Background: an optimization exercise with open tools, aiming at small area. Do not read the settings as production practice.
The RTL was checked by simulation tests, not by an equivalence proof against the original design.
Power is estimated from default activity; no workload was simulated.

File: design/flow/config.mk
export PLATFORM = sky130hd
export DESIGN_NAME = pm8121_codec
export DESIGN_NICKNAME = pm8121_codec
export VERILOG_FILES = /design/flow/design.v
export SDC_FILE = /design/flow/constraint.sdc
export NUM_CORES = 4
export LEC_CHECK = 0
export CAP_MARGIN = 20
export CORE_MARGIN = 2
export CORE_UTILIZATION = 40
export SLEW_MARGIN = 20
File: design/flow/run.sh
#!/bin/bash
# synth_recipe.tcl (not shown) runs the flow's synth.tcl, then flattens the netlist and writes it again
# the make line also repeats each setting of config.mk as NAME=value (left out here)
make -C /OpenROAD-flow-scripts/flow DESIGN_CONFIG=/design/flow/config.mk WORK_HOME=/design/flow/orfs CLKGATE_MAP_FILE= SYNTH_SCRIPT=/design/flow/synth_recipe.tcl finish
File: design/flow/design.v
module pm8121_crc_rom (
    input  wire [7:0] idx,
    output wire [7:0] val
);
    function automatic [7:0] crc8_table(input [7:0] i);
        case (i)
      8'h00: crc8_table = 8'h00;
      8'h01: crc8_table = 8'h5E;
      8'h02: crc8_table = 8'hBC;
      8'h03: crc8_table = 8'hE2;
      8'h04: crc8_table = 8'h61;
      8'h05: crc8_table = 8'h3F;
      8'h06: crc8_table = 8'hDD;
      8'h07: crc8_table = 8'h83;
      8'h08: crc8_table = 8'hC2;
      8'h09: crc8_table = 8'h9C;
      8'h0A: crc8_table = 8'h7E;
      8'h0B: crc8_table = 8'h20;
      8'h0C: crc8_table = 8'hA3;
      8'h0D: crc8_table = 8'hFD;
      8'h0E: crc8_table = 8'h1F;
      8'h0F: crc8_table = 8'h41;
      8'h10: crc8_table = 8'h9D;
      8'h11: crc8_table = 8'hC3;
      8'h12: crc8_table = 8'h21;
      8'h13: crc8_table = 8'h7F;
      8'h14: crc8_table = 8'hFC;
      8'h15: crc8_table = 8'hA2;
      8'h16: crc8_table = 8'h40;
      8'h17: crc8_table = 8'h1E;
      8'h18: crc8_table = 8'h5F;
      8'h19: crc8_table = 8'h01;
      8'h1A: crc8_table = 8'hE3;
      8'h1B: crc8_table = 8'hBD;
      8'h1C: crc8_table = 8'h3E;
      8'h1D: crc8_table = 8'h60;
      8'h1E: crc8_table = 8'h82;
      8'h1F: crc8_table = 8'hDC;
      8'h20: crc8_table = 8'h23;
      8'h21: crc8_table = 8'h7D;
      8'h22: crc8_table = 8'h9F;
      8'h23: crc8_table = 8'hC1;
      8'h24: crc8_table = 8'h42;
      8'h25: crc8_table = 8'h1C;
      8'h26: crc8_table = 8'hFE;
      8'h27: crc8_table = 8'hA0;
      8'h28: crc8_table = 8'hE1;
      8'h29: crc8_table = 8'hBF;
      8'h2A: crc8_table = 8'h5D;
      8'h2B: crc8_table = 8'h03;
      8'h2C: crc8_table = 8'h80;
      8'h2D: crc8_table = 8'hDE;
      8'h2E: crc8_table = 8'h3C;
      8'h2F: crc8_table = 8'h62;
      8'h30: crc8_table = 8'hBE;
      8'h31: crc8_table = 8'hE0;
      8'h32: crc8_table = 8'h02;
      8'h33: crc8_table = 8'h5C;
      8'h34: crc8_table = 8'hDF;
      8'h35: crc8_table = 8'h81;
      8'h36: crc8_table = 8'h63;
      8'h37: crc8_table = 8'h3D;
      8'h38: crc8_table = 8'h7C;
      8'h39: crc8_table = 8'h22;
      8'h3A: crc8_table = 8'hC0;
      8'h3B: crc8_table = 8'h9E;
      8'h3C: crc8_table = 8'h1D;
      8'h3D: crc8_table = 8'h43;
      8'h3E: crc8_table = 8'hA1;
      8'h3F: crc8_table = 8'hFF;
      8'h40: crc8_table = 8'h46;
      8'h41: crc8_table = 8'h18;
      8'h42: crc8_table = 8'hFA;
      8'h43: crc8_table = 8'hA4;
      8'h44: crc8_table = 8'h27;
      8'h45: crc8_table = 8'h79;
      8'h46: crc8_table = 8'h9B;
      8'h47: crc8_table = 8'hC5;
      8'h48: crc8_table = 8'h84;
      8'h49: crc8_table = 8'hDA;
      8'h4A: crc8_table = 8'h38;
      8'h4B: crc8_table = 8'h66;
      8'h4C: crc8_table = 8'hE5;
      8'h4D: crc8_table = 8'hBB;
      8'h4E: crc8_table = 8'h59;
      8'h4F: crc8_table = 8'h07;
      8'h50: crc8_table = 8'hDB;
      8'h51: crc8_table = 8'h85;
      8'h52: crc8_table = 8'h67;
      8'h53: crc8_table = 8'h39;
      8'h54: crc8_table = 8'hBA;
      8'h55: crc8_table = 8'hE4;
      8'h56: crc8_table = 8'h06;
      8'h57: crc8_table = 8'h58;
      8'h58: crc8_table = 8'h19;
      8'h59: crc8_table = 8'h47;
      8'h5A: crc8_table = 8'hA5;
      8'h5B: crc8_table = 8'hFB;
      8'h5C: crc8_table = 8'h78;
      8'h5D: crc8_table = 8'h26;
      8'h5E: crc8_table = 8'hC4;
      8'h5F: crc8_table = 8'h9A;
      8'h60: crc8_table = 8'h65;
      8'h61: crc8_table = 8'h3B;
      8'h62: crc8_table = 8'hD9;
      8'h63: crc8_table = 8'h87;
      8'h64: crc8_table = 8'h04;
      8'h65: crc8_table = 8'h5A;
      8'h66: crc8_table = 8'hB8;
      8'h67: crc8_table = 8'hE6;
      8'h68: crc8_table = 8'hA7;
      8'h69: crc8_table = 8'hF9;
      8'h6A: crc8_table = 8'h1B;
      8'h6B: crc8_table = 8'h45;
      8'h6C: crc8_table = 8'hC6;
      8'h6D: crc8_table = 8'h98;
      8'h6E: crc8_table = 8'h7A;
      8'h6F: crc8_table = 8'h24;
      8'h70: crc8_table = 8'hF8;
      8'h71: crc8_table = 8'hA6;
      8'h72: crc8_table = 8'h44;
      8'h73: crc8_table = 8'h1A;
      8'h74: crc8_table = 8'h99;
      8'h75: crc8_table = 8'hC7;
      8'h76: crc8_table = 8'h25;
      8'h77: crc8_table = 8'h7B;
      8'h78: crc8_table = 8'h3A;
      8'h79: crc8_table = 8'h64;
      8'h7A: crc8_table = 8'h86;
      8'h7B: crc8_table = 8'hD8;
      8'h7C: crc8_table = 8'h5B;
      8'h7D: crc8_table = 8'h05;
      8'h7E: crc8_table = 8'hE7;
      8'h7F: crc8_table = 8'hB9;
      8'h80: crc8_table = 8'h8C;
      8'h81: crc8_table = 8'hD2;
      8'h82: crc8_table = 8'h30;
      8'h83: crc8_table = 8'h6E;
      8'h84: crc8_table = 8'hED;
      8'h85: crc8_table = 8'hB3;
      8'h86: crc8_table = 8'h51;
      8'h87: crc8_table = 8'h0F;
      8'h88: crc8_table = 8'h4E;
      8'h89: crc8_table = 8'h10;
      8'h8A: crc8_table = 8'hF2;
      8'h8B: crc8_table = 8'hAC;
      8'h8C: crc8_table = 8'h2F;
      8'h8D: crc8_table = 8'h71;
      8'h8E: crc8_table = 8'h93;
      8'h8F: crc8_table = 8'hCD;
      8'h90: crc8_table = 8'h11;
      8'h91: crc8_table = 8'h4F;
      8'h92: crc8_table = 8'hAD;
      8'h93: crc8_table = 8'hF3;
      8'h94: crc8_table = 8'h70;
      8'h95: crc8_table = 8'h2E;
      8'h96: crc8_table = 8'hCC;
      8'h97: crc8_table = 8'h92;
      8'h98: crc8_table = 8'hD3;
      8'h99: crc8_table = 8'h8D;
      8'h9A: crc8_table = 8'h6F;
      8'h9B: crc8_table = 8'h31;
      8'h9C: crc8_table = 8'hB2;
      8'h9D: crc8_table = 8'hEC;
      8'h9E: crc8_table = 8'h0E;
      8'h9F: crc8_table = 8'h50;
      8'hA0: crc8_table = 8'hAF;
      8'hA1: crc8_table = 8'hF1;
      8'hA2: crc8_table = 8'h13;
      8'hA3: crc8_table = 8'h4D;
      8'hA4: crc8_table = 8'hCE;
      8'hA5: crc8_table = 8'h90;
      8'hA6: crc8_table = 8'h72;
      8'hA7: crc8_table = 8'h2C;
      8'hA8: crc8_table = 8'h6D;
      8'hA9: crc8_table = 8'h33;
      8'hAA: crc8_table = 8'hD1;
      8'hAB: crc8_table = 8'h8F;
      8'hAC: crc8_table = 8'h0C;
      8'hAD: crc8_table = 8'h52;
      8'hAE: crc8_table = 8'hB0;
      8'hAF: crc8_table = 8'hEE;
      8'hB0: crc8_table = 8'h32;
      8'hB1: crc8_table = 8'h6C;
      8'hB2: crc8_table = 8'h8E;
      8'hB3: crc8_table = 8'hD0;
      8'hB4: crc8_table = 8'h53;
      8'hB5: crc8_table = 8'h0D;
      8'hB6: crc8_table = 8'hEF;
      8'hB7: crc8_table = 8'hB1;
      8'hB8: crc8_table = 8'hF0;
      8'hB9: crc8_table = 8'hAE;
      8'hBA: crc8_table = 8'h4C;
      8'hBB: crc8_table = 8'h12;
      8'hBC: crc8_table = 8'h91;
      8'hBD: crc8_table = 8'hCF;
      8'hBE: crc8_table = 8'h2D;
      8'hBF: crc8_table = 8'h73;
      8'hC0: crc8_table = 8'hCA;
      8'hC1: crc8_table = 8'h94;
      8'hC2: crc8_table = 8'h76;
      8'hC3: crc8_table = 8'h28;
      8'hC4: crc8_table = 8'hAB;
      8'hC5: crc8_table = 8'hF5;
      8'hC6: crc8_table = 8'h17;
      8'hC7: crc8_table = 8'h49;
      8'hC8: crc8_table = 8'h08;
      8'hC9: crc8_table = 8'h56;
      8'hCA: crc8_table = 8'hB4;
      8'hCB: crc8_table = 8'hEA;
      8'hCC: crc8_table = 8'h69;
      8'hCD: crc8_table = 8'h37;
      8'hCE: crc8_table = 8'hD5;
      8'hCF: crc8_table = 8'h8B;
      8'hD0: crc8_table = 8'h57;
      8'hD1: crc8_table = 8'h09;
      8'hD2: crc8_table = 8'hEB;
      8'hD3: crc8_table = 8'hB5;
      8'hD4: crc8_table = 8'h36;
      8'hD5: crc8_table = 8'h68;
      8'hD6: crc8_table = 8'h8A;
      8'hD7: crc8_table = 8'hD4;
      8'hD8: crc8_table = 8'h95;
      8'hD9: crc8_table = 8'hCB;
      8'hDA: crc8_table = 8'h29;
      8'hDB: crc8_table = 8'h77;
      8'hDC: crc8_table = 8'hF4;
      8'hDD: crc8_table = 8'hAA;
      8'hDE: crc8_table = 8'h48;
      8'hDF: crc8_table = 8'h16;
      8'hE0: crc8_table = 8'hE9;
      8'hE1: crc8_table = 8'hB7;
      8'hE2: crc8_table = 8'h55;
      8'hE3: crc8_table = 8'h0B;
      8'hE4: crc8_table = 8'h88;
      8'hE5: crc8_table = 8'hD6;
      8'hE6: crc8_table = 8'h34;
      8'hE7: crc8_table = 8'h6A;
      8'hE8: crc8_table = 8'h2B;
      8'hE9: crc8_table = 8'h75;
      8'hEA: crc8_table = 8'h97;
      8'hEB: crc8_table = 8'hC9;
      8'hEC: crc8_table = 8'h4A;
      8'hED: crc8_table = 8'h14;
      8'hEE: crc8_table = 8'hF6;
      8'hEF: crc8_table = 8'hA8;
      8'hF0: crc8_table = 8'h74;
      8'hF1: crc8_table = 8'h2A;
      8'hF2: crc8_table = 8'hC8;
      8'hF3: crc8_table = 8'h96;
      8'hF4: crc8_table = 8'h15;
      8'hF5: crc8_table = 8'h4B;
      8'hF6: crc8_table = 8'hA9;
      8'hF7: crc8_table = 8'hF7;
      8'hF8: crc8_table = 8'hB6;
      8'hF9: crc8_table = 8'hE8;
      8'hFA: crc8_table = 8'h0A;
      8'hFB: crc8_table = 8'h54;
      8'hFC: crc8_table = 8'hD7;
      8'hFD: crc8_table = 8'h89;
      8'hFE: crc8_table = 8'h6B;
      8'hFF: crc8_table = 8'h35;
        endcase
    endfunction
    assign val = crc8_table(idx);
endmodule
module pm8121_codec (
    input  wire        clk,
    input  wire        rst,
    input  wire        cmd_valid,
    output wire        cmd_ready,
    input  wire [15:0] cmd,
    output reg         rd_valid,
    output reg  [7:0]  rd_data,
    input  wire        rx_valid,
    output wire        rx_ready,
    input  wire [9:0]  rx_word,
    output wire        tx_valid,
    input  wire        tx_ready,
    output reg  [7:0]  tx_data,
    output wire        tx_last,
    input  wire        tx_fail
);
    localparam [7:0] OPC_NOP         = 8'h00;
    localparam [7:0] OPC_CRC_CLEAR   = 8'h01;
    localparam [7:0] OPC_CRC_UPDATE  = 8'h02;
    localparam [7:0] OPC_ENC_BEGIN   = 8'h10;
    localparam [7:0] OPC_ENC_ARG     = 8'h11;
    localparam [7:0] OPC_ENC_EMIT    = 8'h12;
    localparam [7:0] OPC_RX_BEGIN    = 8'h20;
    localparam [7:0] OPC_REG_READ    = 8'h30;
    localparam [7:0] OPC_RXBUF_READ  = 8'h31;
    localparam [7:0] OPC_ENCBUF_READ = 8'h32;
    localparam [2:0] ENC_IDLE = 3'd0, ENC_OPEN = 3'd1, ENC_SENT = 3'd2,
                     ENC_TOO_LONG = 3'd3, ENC_SEND_FAILURE = 3'd4,
                     ENC_NOT_OPEN = 3'd5;
    localparam [2:0] RX_IDLE = 3'd0, RX_START = 3'd1, RX_LENGTH = 3'd2,
                     RX_DATA = 3'd3, RX_CHECKSUM = 3'd4, RX_END = 3'd5,
                     RX_DONE = 3'd6;
    localparam [3:0] ST_NONE = 4'd0, ST_BUSY = 4'd1, ST_OK = 4'd2,
                     ST_REPLY_TOO_SHORT = 4'd3, ST_OUT_OF_BAND = 4'd4,
                     ST_NAK = 4'd5, ST_UNRECOGNIZED_CONTROL = 4'd6,
                     ST_NO_MORE_DATA = 4'd7, ST_RECEIVE_FAILURE = 4'd8;
    localparam [1:0] FLT_NONE = 2'd0, FLT_BAD_LENGTH = 2'd1,
                     FLT_CRC_MISMATCH = 2'd2, FLT_BAD_ETX = 2'd3;
    localparam [7:0] STX = 8'hA5, ETX = 8'h5A, ACK = 8'h06, NAK = 8'h15;
    localparam [1:0] KIND_BYTE = 2'd0, KIND_EOS = 2'd1, KIND_FAIL = 2'd2;
    reg  [7:0] crc_acc;
    reg        cmd_illegal;
    reg        rx_illegal;
    reg  [2:0] enc_status;
    reg  [7:0] enc_opcode;
    reg  [7:0] enc_nargs;
    reg  [7:0] encbuf [0:252];
    reg        emitting;      
    reg  [8:0] emit_pos;      
    reg  [7:0] emit_crc;      
    reg  [2:0] rx_state;
    reg  [3:0] rx_status;
    reg  [7:0] rx_sent_opcode;
    reg  [7:0] rx_len;
    reg  [7:0] rx_count;
    reg  [7:0] rx_remaining;
    reg  [7:0] rx_crc;
    reg  [7:0] rx_info;
    reg  [1:0] rx_fault;
    reg  [7:0] rx_result_len;
    reg  [7:0] rxbuf [0:254];
    wire [7:0] opc = cmd[15:8];
    wire [7:0] opd = cmd[7:0];
    wire rx_active = (rx_state >= RX_START) && (rx_state <= RX_END);
    assign cmd_ready = !rst && !emitting;
    assign rx_ready  = !rst && rx_active;
    wire cmd_fire = cmd_valid && cmd_ready;
    wire rx_fire  = rx_valid && rx_ready;
    wire [1:0] rx_kind = rx_word[9:8];
    wire [7:0] rx_byte = rx_word[7:0];
    wire [8:0] emit_last_pos = {1'b0, enc_nargs} + 9'd4;
    wire [7:0] emit_arg_idx  = emit_pos[7:0] - 8'd3;    
    assign tx_valid = emitting;
    assign tx_last  = emitting && (emit_pos == emit_last_pos);
    always @(*) begin
        if (emit_pos == 9'd0)
            tx_data = STX;
        else if (emit_pos == 9'd1)
            tx_data = enc_nargs + 8'd2;
        else if (emit_pos == 9'd2)
            tx_data = enc_opcode;
        else if (emit_pos < emit_last_pos - 9'd1)
            tx_data = encbuf[emit_arg_idx];
        else if (emit_pos == emit_last_pos - 9'd1)
            tx_data = emit_crc;
        else
            tx_data = ETX;
    end
    wire tx_fire = tx_valid && tx_ready;
    wire [7:0] host_crc_next;
    wire [7:0] emit_crc_next;
    wire [7:0] rx_crc_next;
    pm8121_crc_rom u_host_rom (.idx(crc_acc  ^ opd),     .val(host_crc_next));
    pm8121_crc_rom u_emit_rom (.idx(emit_crc ^ tx_data), .val(emit_crc_next));
    reg [7:0] reg_rdata;
    always @(*) begin
        case (opd)
            8'h00: reg_rdata = crc_acc;
            8'h01: reg_rdata = {6'd0, rx_illegal, cmd_illegal};
            8'h08: reg_rdata = {5'd0, enc_status};
            8'h09: reg_rdata = enc_opcode;
            8'h0A: reg_rdata = enc_nargs;
            8'h10: reg_rdata = {5'd0, rx_state};
            8'h11: reg_rdata = {4'd0, rx_status};
            8'h12: reg_rdata = rx_sent_opcode;
            8'h13: reg_rdata = rx_len;
            8'h14: reg_rdata = rx_count;
            8'h15: reg_rdata = rx_remaining;
            8'h16: reg_rdata = rx_crc;
            8'h17: reg_rdata = rx_info;
            8'h18: reg_rdata = {6'd0, rx_fault};
            8'h19: reg_rdata = rx_result_len;
            default: reg_rdata = 8'h00;
        endcase
    end
    wire [7:0] rxbuf_rdata  = (opd == 8'd255) ? 8'h00 : rxbuf[opd];
    wire [7:0] encbuf_rdata = (opd >= 8'd253) ? 8'h00 : encbuf[opd];
    always @(posedge clk) begin
        if (rst) begin
            crc_acc     <= 8'h00;
            cmd_illegal <= 1'b0;
            rd_valid    <= 1'b0;
            rd_data     <= 8'h00;
        end else begin
            rd_valid <= 1'b0;
            if (cmd_fire) begin
                case (opc)
                    OPC_NOP, OPC_ENC_BEGIN, OPC_ENC_ARG, OPC_ENC_EMIT,
                    OPC_RX_BEGIN: ;
                    OPC_CRC_CLEAR:  crc_acc <= 8'h00;
                    OPC_CRC_UPDATE: crc_acc <= host_crc_next;
                    OPC_REG_READ: begin
                        rd_valid <= 1'b1;
                        rd_data  <= reg_rdata;
                    end
                    OPC_RXBUF_READ: begin
                        rd_valid <= 1'b1;
                        rd_data  <= rxbuf_rdata;
                    end
                    OPC_ENCBUF_READ: begin
                        rd_valid <= 1'b1;
                        rd_data  <= encbuf_rdata;
                    end
                    default: cmd_illegal <= 1'b1;
                endcase
            end
        end
    end
    always @(posedge clk) begin
        if (rst) begin
            enc_status <= ENC_IDLE;
            enc_opcode <= 8'h00;
            enc_nargs  <= 8'd0;
            emitting   <= 1'b0;
            emit_pos   <= 9'd0;
            emit_crc   <= 8'h00;
        end else begin
            if (cmd_fire) begin
                case (opc)
                    OPC_ENC_BEGIN: begin
                        enc_opcode <= opd;
                        enc_nargs  <= 8'd0;
                        enc_status <= ENC_OPEN;
                    end
                    OPC_ENC_ARG: begin
                        if (enc_status == ENC_OPEN) begin
                            if (enc_nargs < 8'd253) begin
                                encbuf[enc_nargs] <= opd;
                                enc_nargs <= enc_nargs + 8'd1;
                            end else begin
                                enc_status <= ENC_TOO_LONG;
                            end
                        end else if (enc_status != ENC_TOO_LONG) begin
                            enc_status <= ENC_NOT_OPEN;
                        end
                    end
                    OPC_ENC_EMIT: begin
                        if (enc_status == ENC_OPEN) begin
                            emitting <= 1'b1;
                            emit_pos <= 9'd0;
                            emit_crc <= 8'h00;
                        end else if (enc_status != ENC_TOO_LONG) begin
                            enc_status <= ENC_NOT_OPEN;
                        end
                    end
                    default: ;
                endcase
            end
            if (tx_fire) begin
                emit_pos <= emit_pos + 9'd1;
                if (emit_pos != 9'd0 && emit_pos < emit_last_pos - 9'd1)
                    emit_crc <= emit_crc_next;
                if (tx_last) begin
                    emitting   <= 1'b0;
                    enc_status <= tx_fail ? ENC_SEND_FAILURE : ENC_SENT;
                end
            end
        end
    end
    reg  [2:0] s_state;
    reg  [3:0] s_status;
    reg  [7:0] s_sent;
    reg  [7:0] s_len;
    reg  [7:0] s_count;
    reg  [7:0] s_rem;
    reg  [7:0] s_crc;
    reg  [7:0] s_info;
    reg  [1:0] s_fault;
    reg  [7:0] s_rlen;
    wire rx_begin = cmd_fire && (opc == OPC_RX_BEGIN);
    wire [7:0] b_crc = rx_begin ? 8'h00 : rx_crc;
    pm8121_crc_rom u_rx_rom (.idx(b_crc ^ rx_byte), .val(rx_crc_next));
    always @(posedge clk) begin
        if (rst) begin
            rx_illegal     <= 1'b0;
            rx_state       <= RX_IDLE;
            rx_status      <= ST_NONE;
            rx_sent_opcode <= 8'h00;
            rx_len         <= 8'h00;
            rx_count       <= 8'h00;
            rx_remaining   <= 8'h00;
            rx_crc         <= 8'h00;
            rx_info        <= 8'h00;
            rx_fault       <= FLT_NONE;
            rx_result_len  <= 8'h00;
        end else begin
            s_state  = rx_state;
            s_status = rx_status;
            s_sent   = rx_sent_opcode;
            s_len    = rx_len;
            s_count  = rx_count;
            s_rem    = rx_remaining;
            s_crc    = rx_crc;
            s_info   = rx_info;
            s_fault  = rx_fault;
            s_rlen   = rx_result_len;
            if (rx_begin) begin
                s_sent   = opd;
                s_len    = 8'h00;
                s_count  = 8'h00;
                s_rem    = 8'h00;
                s_crc    = 8'h00;
                s_info   = 8'h00;
                s_fault  = FLT_NONE;
                s_rlen   = 8'h00;
                s_status = ST_BUSY;
                s_state  = RX_START;
            end
            if (rx_fire) begin
                case (rx_kind)
                    KIND_BYTE: begin
                        case (s_state)
                            RX_START: begin
                                if (rx_byte == STX)
                                    s_state = RX_LENGTH;
                            end
                            RX_LENGTH: begin
                                if (rx_byte == 8'h00) begin
                                    s_state = RX_START;
                                    s_fault = FLT_BAD_LENGTH;
                                end else begin
                                    rxbuf[0] <= rx_byte;
                                    s_count  = 8'd1;
                                    s_len    = rx_byte;
                                    s_crc    = rx_crc_next;
                                    s_rem    = rx_byte - 8'd1;
                                    s_state  = (rx_byte == 8'd1) ? RX_CHECKSUM : RX_DATA;
                                end
                            end
                            RX_DATA: begin
                                rxbuf[s_count] <= rx_byte;
                                s_count = s_count + 8'd1;
                                s_crc   = rx_crc_next;
                                s_rem   = s_rem - 8'd1;
                                if (s_rem == 8'd0)
                                    s_state = RX_CHECKSUM;
                            end
                            RX_CHECKSUM: begin
                                if (rx_byte == s_crc) begin
                                    s_state = RX_END;
                                end else begin
                                    s_state = RX_START;
                                    s_fault = FLT_CRC_MISMATCH;
                                    s_count = 8'h00;
                                    s_len   = 8'h00;
                                    s_rem   = 8'h00;
                                    s_crc   = 8'h00;
                                end
                            end
                            RX_END: begin
                                if (rx_byte != ETX) begin
                                    s_state = RX_START;
                                    s_fault = FLT_BAD_ETX;
                                    s_count = 8'h00;
                                    s_len   = 8'h00;
                                    s_rem   = 8'h00;
                                    s_crc   = 8'h00;
                                end else begin
                                    s_state = RX_DONE;
                                    if (s_count < 8'd2) begin
                                        s_status = ST_REPLY_TOO_SHORT;
                                    end else if (rxbuf[1] == ACK) begin
                                        if (s_count < 8'd3) begin
                                            s_status = ST_REPLY_TOO_SHORT;
                                        end else if (rxbuf[2] != s_sent) begin
                                            s_status = ST_OUT_OF_BAND;
                                            s_info   = rxbuf[2];
                                        end else begin
                                            s_status = ST_OK;
                                            s_rlen   = s_count - 8'd3;
                                        end
                                    end else if (rxbuf[1] == NAK) begin
                                        s_status = ST_NAK;
                                        s_rlen   = (s_count >= 8'd3) ? s_count - 8'd3 : 8'd0;
                                    end else begin
                                        s_status = ST_UNRECOGNIZED_CONTROL;
                                        s_info   = rxbuf[1];
                                    end
                                end
                            end
                            default: ;
                        endcase
                    end
                    KIND_EOS: begin
                        s_status = ST_NO_MORE_DATA;
                        s_state  = RX_DONE;
                    end
                    KIND_FAIL: begin
                        s_status = ST_RECEIVE_FAILURE;
                        s_state  = RX_DONE;
                    end
                    default: rx_illegal <= 1'b1;
                endcase
            end
            rx_state       <= s_state;
            rx_status      <= s_status;
            rx_sent_opcode <= s_sent;
            rx_len         <= s_len;
            rx_count       <= s_count;
            rx_remaining   <= s_rem;
            rx_crc         <= s_crc;
            rx_info        <= s_info;
            rx_fault       <= s_fault;
            rx_result_len  <= s_rlen;
        end
    end
endmodule
File: design/flow/constraint.sdc
create_clock -name core_clock -period 10.0 [get_ports {clk}]
set_input_delay 2.0000 -clock core_clock [delete_from_list [all_inputs] [get_ports {clk}]]
set_output_delay 2.0000 -clock core_clock [all_outputs]
set_load 0.01 [all_outputs]
==> impl_results.md <==
- Post-synthesis sequential area ratio: 68.2%
- Global route total overflow: 0
- First drt pass iteration count: 6
- Post-synthesis cell type with the largest combined area: sky130_fd_sc_hd__edfxtp_1
- Number of max-cap violations: 0
- Yosys warnings: 2
- Worst Reg-to-Reg Cells: 14
- Mapped Area: 183000 µm²
- Effective utilization at floorplan: 40.1%
- Outcome: finished clean
- Maximum net fanout on the critical path: 41
- Placed instance area: 191000 µm²
- Quantity of hold-fixing buffers added after cts: 0
- Row Count: 248
- Routed via count: 97500
- Global routing usage summed across all routing layers: 23.1%
- Fin. Hold Viols: 0
- Class of the worst hold path: reg2reg
- Maximum resistive drop on vdd: 177 µV
- Growth of design area from synthesis to finish: 11.6%
- I/O pin cnt: 53
- Flip-flop and latch count after synthesis: 4185
- Arrival time of the worst setup path: 6.98 ns
- Cell depth of the worst hold path: 2
- Smallest setup slack after layout: 1.02 ns
- Routed Wire Length: 542 mm
- Instance count after placement with tap cells included: 14600
- Skew-Pair Late Insertion Delay: 0.98 ns
- WS Path Type: reg2out
- CTS Buf Count: 418
- Root buffer cell: sky130_fd_sc_hd__clkbuf_16
- Worst slew slack as a fraction of its limit: 16.2%
- Share of synthesized area spent on multiplexers: 23.9%
- Async set-or-reset flop fraction in the synthesized netlist: 0%
- Arithmetic-cell share of the synthesized area counting full adders, half adders and majority gates: 0.247%
- Transition time of the tightest slew-check pin: 1.26 ns
- Maximum number of pins on one net before global-route repair: 182
- Per-cell routed wire length: 35.2 µm
- Post-detailed-placement half-perimeter wirelength: 337 mm
- Max-slew violation count: 0
- Clock transition at the register clock pins on the worst setup and hold paths after CTS: 0.07 ns
- PortBufs: 52
- Number of gates resized after CTS: 0
- Via count of the first global-routing pass: 97300
- Die area: 462000 µm²
- Clock period minus final worst setup slack: 8.98 ns
- Post-route cell area: 204000 µm²
- Count leader, synth: sky130_fd_sc_hd__edfxtp_1
- Final count of negative-setup-slack endpoints: 0
- Initial antenna violation count: 34
- Worst slack, placed: 2.06 ns
- Setup Total Neg Slack: 0 ns
- Data required time at the worst endpoint: 8.00 ns
- Number of setup buffers added after CTS: 0
- Via-per-instance ratio: 6.32
- Clock skew: 0.0440 ns
- Number of standard cells after synthesis: 8980
- Power after layout: 36.3 mW
- Number of nets at the end of the flow: 9125
- Placeable core region: 456000 µm²
- Compound-gate portion of the synthesized area: 1.72%
- EDFF count, synth: 4064
- Distinct cell type count of the synthesized netlist: 94
- Ranking of synthesized cells by area: sky130_fd_sc_hd__edfxtp_1 67%, sky130_fd_sc_hd__mux4_2 23%, sky130_fd_sc_hd__nor2_1 1.4%, sky130_fd_sc_hd__dfxtp_1 1.3%, sky130_fd_sc_hd__nand2_1 0.78%
- Leakage power: 61.3 nW
- Dominant combinational cell family by area after synthesis: multiplexers
- Post-route core utilization: 44.8%
- CTS H-tree depth: 5
- Number of nets with antenna violations after detailed routing: 0
- Net Count, Synth: 9048
- Crit share post-route: 89.8%
- Leading cell types by count after synthesis: 4064 x sky130_fd_sc_hd__edfxtp_1, 1864 x sky130_fd_sc_hd__mux4_2, 680 x sky130_fd_sc_hd__nor2_1
- Unrepaired setup endpoints after global routing: no
- Kind of start point of the critical path: flip-flop
- Die Span Y: 680 µm
- Share of cells above drive strength 1: 30.7%
- Die W: 680 µm
- Power density relative to cell area: 178 nW/µm²
- Non-Filler Instances: 15400
- Element type at the critical path end: output port
- Largest buffer count on any clock path: 4
- Most instantiated flip-flop cell in the synthesis netlist: sky130_fd_sc_hd__edfxtp_1
- Clock tree sinks: 4185
- Global-route wire length before repair: 763 mm
- Share of the synthesized area in the top cell type: 66.8%
- Simple-Gate Fraction of Synth Area: 3.53%
- Global placement routability congestion: 0.894
- DRC violation count after routing: 0
- Post-synthesis share of cell area spent on xor and xnor gates: 0.681%
- Final-layout worst hold slack: 0.490 ns
- TritonCTS clock tree: done
- Max frequency: 0.111 GHz
- Initial DRC Count: 13300
- Average instance area after synthesis: 20.3 µm²
## cells by family after synthesis
kind of cell / Yosys count
adders and majority gates: 36
xor gates and xnor gates: 133
and+or+nand+nor: 1484
muxes: 2003
DFF: 4185
AOI/OAI and AO/OA: 459
buffers and inverters: 680
## registers in the layout (all words and copies together) (netlist names)
name            cells
emitting            1
rx_info             8
encbuf           2024
enc_nargs           8
rx_status           4
crc_acc             8
cmd_illegal         1
rx_sent_opcode      8
rx_crc              8
emit_pos            9
rx_len              8
rxbuf            2040
enc_status          3
rx_illegal          1
rd_data             8
rx_remaining        8
rx_fault            2
rx_result_len       8
enc_opcode          8
rx_state            3
rx_count            8
rd_valid            1
emit_crc            8
## metal layers
layer / GRT usage [%] / vias up / wire length (µm)
met3: 4.03 / 966 / 47500
li1: - / 38300 / -
met4: 8.77 / 16 / 23100
met2: 37.0 / 5363 / 261000
met5: 0 / - / 137
met1: 31.9 / 52900 / 211000
## layout by cell type (no fill, tap or decap), drive strengths merged, types with 79 or more instances in the layout
master	n
edfxtp	4064
mux4	1876
nor2	680
clkbuf	560
nand2	379
buf	272
clkinv	162
nand3	146
a21oi	122
dfxtp	121
mux2i	119
nor3	79
## where the power goes
part	switching [mW]	total, mW	internal, mW	leakage, nW
sequential	0.000508	19.2	19.2	37.5
clock	6.74	15.4	8.62	6.46
combinational	1.03	1.70	0.668	17.4
total	7.77	36.3	28.5	61.3
## layout make-up
class	instances	area (µm²)
sequential	4185	124000
tap	6000	7510
clock inverter	213	1880
fill	38100	252000
timing repair buffer	308	3190
antenna	20	50.0
inverter	29	109
clock buffer	559	11300
multi-input combinational	4115	55400
## worst paths after layout
check / from / to / slack (ns)
worst max-delay path: emit_pos[1] / tx_data[4] / 1.02
worst min-delay path: rx_fault[0] / rx_fault[0] / 0.49
worst max register to register: emit_pos[1] / emit_crc[1] / 3.48
worst min register to register: rx_fault[0] / rx_fault[0] / 0.49
## worst max-delay path: stages (launching register included)
cell,delay [ns]
sky130_fd_sc_hd__dfxtp_1,0.67
sky130_fd_sc_hd__inv_1,0.18
sky130_fd_sc_hd__ha_4,1.01
sky130_fd_sc_hd__buf_12,0.38
sky130_fd_sc_hd__buf_4,0.30
sky130_fd_sc_hd__mux4_2,0.53
sky130_fd_sc_hd__mux4_2,0.52
sky130_fd_sc_hd__o2111ai_1,0.71
sky130_fd_sc_hd__nand4_1,0.46
sky130_fd_sc_hd__nand3_1,0.30
sky130_fd_sc_hd__a21oi_1,0.31
sky130_fd_sc_hd__clkdlybuf4s50_1,0.58

[afterwards: timing with drivers on the ports]
No port has a modelled driver above. Below, the same layout with a new extraction and two added sets of constraints. Step 1 (the two cells are an assumption about what drives the block):
set clk [get_ports {clk}]
set_driving_cell -lib_cell sky130_fd_sc_hd__clkbuf_16 $clk
set_driving_cell -lib_cell sky130_fd_sc_hd__buf_2 [delete_from_list [all_inputs] $clk]
Step 2, shift: input delay + t, output delay - t, t = (earliest + latest rising clock arrival at the registers) / 2. This alone moves slack from input paths to output paths. a / b / c = ideal ports / drivers / drivers and shift; a / b = the first two.
shift t [ns]: 1.070
slack for setup (ns): 1.015 / 0.910 / 1.979
hold slack, ns: 0.490 / 0.490 / 0.490
worst setup path at the end: register to output
worst slew at a driven data input, ns: 0.16
After both steps this run still meets setup and hold. The setup slack of this run moves by -0.105 ns with the drivers and by +0.964 ns with both steps.
